This design comes from an exercise in tuning for small area, a short achievable clock period and few clock cycles on the open sky130 flow, not from production work.
Only simulation tests tie the RTL to the original design; equivalence was not proved.
No activity file was given, so power comes from the tool's default toggle rates.

==> flow/design.v <==
module codex32_cks (
    input  wire        clk,
    input  wire        rst,
    input  wire        cmd_valid,
    output wire        cmd_ready,
    input  wire [15:0] cmd_word,
    input  wire        cmd_empty,
    input  wire        in_valid,
    output wire        in_ready,
    input  wire [7:0]  in_data,
    input  wire        in_last,
    output wire        out_valid,
    input  wire        out_ready,
    output wire [7:0]  out_data,
    output wire        out_last,
    output wire [3:0]  out_status
);
    localparam [64:0] GS0 = 65'h19dc500ce73fde210;
    localparam [64:0] GS1 = 65'h1bfae00def77fe529;
    localparam [64:0] GS2 = 65'h1fbd920fffe7bee52;
    localparam [64:0] GS3 = 65'h1739640bdeee3fdad;
    localparam [64:0] GS4 = 65'h07729a039cfc75f5a;
    localparam [64:0] TS  = 65'h10ce0795c2fd1e62a;
    localparam [64:0] IS  = 65'h23181b3;
    localparam [64:0] IAS = 65'h11899c7f0c7127e48;    
    localparam [74:0] GL0 = 75'h3d59d273535ea62d897;
    localparam [74:0] GL1 = 75'h7a9becb6361c6c51507;
    localparam [74:0] GL2 = 75'h543f9b7e6c38d8a2a0e;
    localparam [74:0] GL3 = 75'h0c577eaeccf1990d13c;
    localparam [74:0] GL4 = 75'h1887f74f8dc71b10651;
    localparam [74:0] TL  = 75'h43381e570bf4798ab26;
    localparam [74:0] IL  = 75'h23181b3;
    localparam [74:0] IAL = 75'h6f4b3a330a74687026c;   
    localparam [1:0] OP_PMODS  = 2'd0;
    localparam [1:0] OP_PMODL  = 2'd1;
    localparam [1:0] OP_CKSUM  = 2'd2;
    localparam [1:0] OP_VERIFY = 2'd3;
    reg         cr;           
    reg         sv;           
    reg  [1:0]  s_op;
    reg         s_aug, s_ill, s_emp;
    reg         fr;           
    reg         ir;           
    reg         cur;          
    reg         fin;          
    reg         crd;          
    reg         pre;          
    reg         vok_r;
    reg  [1:0]  st_r;
    reg         efin;         
    reg         pv;           
    reg  [4:0]  psym;
    reg         pbig;         
    reg         plast;
    reg  [4:0]  fsr, flr;     
    reg  [1:0]  op;
    reg         aug;          
    reg         ill;
    reg         bad;
    reg  [6:0]  len;          
    reg  [64:0] res_s;
    reg  [74:0] res_l;
    reg         ov;           
    reg  [4:0]  od;           
    reg         olast;
    reg  [1:0]  ost;
    reg  [3:0]  nx;           
    reg         rlong;        
    reg         rone;         
    wire dec_legal = (cmd_word == 16'h4000) || (cmd_word == 16'h4001) ||
                     (cmd_word == 16'h5000) || (cmd_word == 16'h6000);
    wire [1:0] dec_op = cmd_word[13] ? OP_VERIFY :
                        cmd_word[12] ? OP_CKSUM  :
                        cmd_word[0]  ? OP_PMODL  : OP_PMODS;
    wire cmd_fire = cmd_valid && cr;
    wire start    = sv && fr;                 
    wire in_fire  = in_valid  && ir;
    wire out_fire = ov && out_ready;
    wire pe       = pv && cur;                
    wire [4:0]  slo    = psym & {5{pe & ~aug}};
    wire [4:0]  fs     = fsr;
    wire [4:0]  fl     = flr;
    wire [64:0] step_s = {res_s[59:0], slo}
                       ^ (GS0 & {65{fs[0]}}) ^ (GS1 & {65{fs[1]}}) ^ (GS2 & {65{fs[2]}})
                       ^ (GS3 & {65{fs[3]}}) ^ (GS4 & {65{fs[4]}});
    wire [74:0] step_l = {res_l[69:0], slo}
                       ^ (GL0 & {75{fl[0]}}) ^ (GL1 & {75{fl[1]}}) ^ (GL2 & {75{fl[2]}})
                       ^ (GL3 & {75{fl[3]}}) ^ (GL4 & {75{fl[4]}});
    wire fin_go    = fin && !ov;
    wire fault     = ill | bad;
    wire vok       = !fault && (((len <= 7'd93) && res_s == TS) ||
                                (len[6] && len[5] && res_l == TL));
    wire nbad      = bad | pbig;
    wire k_long    = (op == OP_PMODL) || (aug && (len >= 7'd80));
    wire k_one     = ill || nbad || (op == OP_VERIFY);
    wire e_long    = !ill && (op == OP_PMODL);
    wire e_one     = ill || (op == OP_VERIFY);
    wire [4:0] tgt_l = ({5{nx == 4'd0}} & 5'd16)
                     | ({5{nx == 4'd1}} & 5'd25)
                     | ({5{nx == 4'd2}} & 5'd24)
                     | ({5{nx == 4'd3}} & 5'd3)
                     | ({5{nx == 4'd4}} & 5'd25)
                     | ({5{nx == 4'd5}} & 5'd11)
                     | ({5{nx == 4'd6}} & 5'd16)
                     | ({5{nx == 4'd7}} & 5'd23)
                     | ({5{nx == 4'd8}} & 5'd29)
                     | ({5{nx == 4'd9}} & 5'd3)
                     | ({5{nx == 4'd10}} & 5'd25)
                     | ({5{nx == 4'd11}} & 5'd17)
                     | ({5{nx == 4'd12}} & 5'd10)
                     | ({5{nx == 4'd13}} & 5'd25)
                     | ({5{nx == 4'd14}} & 5'd6);
    wire [4:0] tgt_s = ({5{nx == 4'd0}} & 5'd16)
                     | ({5{nx == 4'd1}} & 5'd25)
                     | ({5{nx == 4'd2}} & 5'd24)
                     | ({5{nx == 4'd3}} & 5'd3)
                     | ({5{nx == 4'd4}} & 5'd25)
                     | ({5{nx == 4'd5}} & 5'd11)
                     | ({5{nx == 4'd6}} & 5'd16)
                     | ({5{nx == 4'd7}} & 5'd23)
                     | ({5{nx == 4'd8}} & 5'd29)
                     | ({5{nx == 4'd9}} & 5'd3)
                     | ({5{nx == 4'd10}} & 5'd25)
                     | ({5{nx == 4'd11}} & 5'd17)
                     | ({5{nx == 4'd12}} & 5'd10);
    wire [4:0] tgt   = rlong ? tgt_l : tgt_s;
    wire [4:0] src_s = fin ? res_s[64:60] : res_s[59:55];
    wire [4:0] src_l = fin ? res_l[74:70] : res_l[69:65];
    wire [4:0] grp   = (rlong ? src_l : src_s) ^ (tgt & {5{aug}});
    wire       nlast = rlong ? (nx == 4'd14) : (nx == 4'd12);
    wire       adv   = out_fire && !olast;       
    wire       r_en  = pe || adv;
    wire       last_pe  = pe && plast;
    wire       ov_next  = fin_go || (ov && !(out_fire && olast));
    wire       early_fr = last_pe && k_one && !ov_next;
    wire       pv_next  = in_fire || (pv && !pe);
    wire       cur_next = (cur && !last_pe) || (start && !s_emp);
    wire       om       = (fin && !rone) || (ov && !olast);
    wire       ld       = fin_go || adv;         
    wire       clr      = nlast || (fin && rone);
    wire [4:0] od_new   = (fin && rone) ? {4'd0, vok_r} : grp;
    wire [4:0] psym_nx  = in_fire ? in_data[4:0] : psym;
    wire       aug_nx   = start ? s_aug : aug;
    wire       olast_nx = ld ? clr : olast;
    wire [4:0] tops_nx  = start ? (s_aug ? IAS[64:60] : IS[64:60]) :
                          r_en  ? step_s[64:60] : res_s[64:60];
    wire [4:0] topl_nx  = start ? (s_aug ? IAL[74:70] : IL[74:70]) :
                          r_en  ? step_l[74:70] : res_l[74:70];
    wire [4:0] top_r    = rlong ? res_l[74:70] : res_s[64:60];
    wire [4:0] sec_r    = rlong ? res_l[69:65] : res_s[59:55];
    assign cmd_ready  = cr;
    assign in_ready   = ir;
    assign out_valid  = ov;
    assign out_data   = {3'b000, od};
    assign out_last   = olast;
    assign out_status = {2'b00, ost};
    always @(posedge clk) begin
        if (start) begin
            res_s <= s_aug ? IAS : IS;
            res_l <= s_aug ? IAL : IL;
        end else if (r_en) begin
            res_s <= step_s;
            res_l <= step_l;
        end
        if (ov_next && !olast_nx) begin
            fsr <= 5'd0;
            flr <= 5'd0;
        end else begin
            fsr <= tops_nx ^ (psym_nx & {5{aug_nx}});
            flr <= topl_nx ^ (psym_nx & {5{aug_nx}});
        end
        if (cmd_fire) begin
            s_op  <= dec_op;
            s_aug <= cmd_word[12];
            s_ill <= !dec_legal;
            s_emp <= cmd_empty;
        end
        if (start) begin
            op  <= s_op;
            aug <= s_aug;
            ill <= s_ill;
            bad <= 1'b0;
            len <= 7'd0;
        end else if (pe) begin
            bad <= nbad;
            if (!(len[6] & len[5]))
                len <= len + 7'd1;
        end
        if (in_fire) begin
            psym  <= in_data[4:0];
            pbig  <= |in_data[7:5];
            plast <= in_last;
        end
        if (last_pe) begin
            rlong <= k_long;
            rone  <= k_one;
        end else if (efin) begin
            rlong <= e_long;
            rone  <= e_one;
        end
        if (pre) begin
            vok_r <= vok;
            st_r  <= ill ? 2'd1 : (bad ? 2'd2 : 2'd0);
        end
        if (fin_go)
            ost <= rone ? st_r : 2'd0;    
        if (ld) begin
            od    <= od_new;
            olast <= clr;
        end
        if (rst) begin
            cr  <= 1'b1;
            sv  <= 1'b0;
            fr  <= 1'b1;
            ir  <= 1'b1;
            cur <= 1'b0;
            fin <= 1'b0;
            crd <= 1'b0;
            efin <= 1'b0;
            pre  <= 1'b0;
            pv  <= 1'b0;
            ov  <= 1'b0;
            nx  <= 4'd0;
        end else begin
            pv  <= pv_next;
            cur <= cur_next;
            ir  <= !pv_next || cur_next;
            efin <= start && s_emp;
            sv   <= (sv && !start) || cmd_fire;
            cr   <= !((sv && !start) || cmd_fire);
            pre <= (last_pe && k_one) || efin;
            fin <= (last_pe && !k_one) || pre || (fin && !fin_go);
            ov  <= ov_next;
            if (early_fr)
                crd <= 1'b1;
            else if (fin_go)
                crd <= 1'b0;
            if (early_fr || (fin_go && rone && !crd) || (adv && nlast))
                fr <= 1'b1;
            else if (start)
                fr <= 1'b0;
            if (ld)
                nx <= clr ? 4'd0 : nx + 4'd1;
        end
    end
endmodule
clock: 4.0 ns
lec_check: 0
cap_margin: 20
core_margin: 2
core_utilization: 60
cts_buf_list: sky130_fd_sc_hd__clkbuf_8
setup_slack_margin: 2.0
slew_margin: 20
standard.sh (not shown) runs the stock make flow with config.mk's settings and CLKGATE_MAP_FILE= SYNTH_SCRIPT=/design/flow/synth_recipe.tcl, a recipe that flattens the netlist after the stock synthesis.
==> flow/flow/run.sh <==
#!/bin/bash
# The standard layout, with the port buffers made from buf_4 cells instead of
# the library's smallest buffer (a slow delay cell), so the input and output
# paths are not slowed by them. Synthesis and everything else is unchanged.
set -euo pipefail
export BUFFER_PORTS_ARGS="-buffer_cell sky130_fd_sc_hd__buf_4"
bash standard.sh > standard_flow.log 2>&1
Testbench counts at the start, summed over its fixed seeds: cycles 29,858.
Next try:
==> flow/run.sh (new file) <==
#!/bin/bash
# synth_recipe.tcl (not shown) runs the flow's synth.tcl, then flattens the netlist and writes it again
# the make line also repeats each setting of config.mk as NAME=value (left out here)
make -C /OpenROAD-flow-scripts/flow DESIGN_CONFIG=/design/flow/config.mk WORK_HOME=/design/flow/orfs CLKGATE_MAP_FILE= SYNTH_SCRIPT=/design/flow/synth_recipe.tcl finish
Settings changed: CTS_BUF_LIST sky130_fd_sc_hd__clkbuf_8 to not set, SETUP_SLACK_MARGIN 2.0 to 2.4.
removed: flow/flow/run.sh
removed: flow/standard.sh
- first-iteration DRC count rose by 49%
- via count rises by 16%
- non-clock buffer count increases by 123
- utilization rises by 14 points
- final area grows by 20%
- setup slack is worse by 0.099 ns
- hold slack gets better by 0.0060 ns
- maximum frequency goes down by 4.7%
Next try:
Settings changed: SETUP_SLACK_MARGIN 2.4 to 1.8.
Power drops by about a fifth.
Clock skew drops by 0.017 ns.
Setup slack gets worse by 0.073 ns.
Next try:
Settings changed: SETUP_SLACK_MARGIN 1.8 to 2.0.
=> The changed run finished with timing, DRC and antenna clean; final cell count came out higher by 2.5%; final area came out higher by 3.6%; first-iteration DRC count came out higher by 6.6%.

## static timing again, ports no longer ideal
How much do the figures lean on ideal ports? The routed layouts below were timed once more, with nothing changed but the port constraints. Step 1: set_driving_cell puts a clkbuf_16 on clk and a buf_2 on each other input, an assumption about the parent block. Step 2 times the ports against the registers' clock, not the clock port: input delays grow and output delays shrink by t, the midpoint of the rising clock arrivals with the driver on. Three values: ideal, step 1, step 2; two values: the first two.
| run | t, ns | setup WS [ns] | worst setup path after step 2 | slew at the worst register clock pin (ns) |
|---|---|---|---|---|
| the first run | 0.554 | 2.021 / 1.984 / 1.601 | input to register | 0.07 / 0.07 |
| the second run | 0.554 | 1.922 / 1.922 / 1.746 | input to register | 0.07 / 0.07 |
| the third run | 0.540 | 1.849 / 1.805 / 1.348 | input to register | 0.06 / 0.06 |
| the fourth run | 0.537 | 1.959 / 1.959 / 1.569 | input to register | 0.06 / 0.06 |
After both steps every run listed still meets setup and hold. For the third run, which loses most, drivers alone change the setup slack by -0.044 ns; drivers and shift together by -0.501 ns.
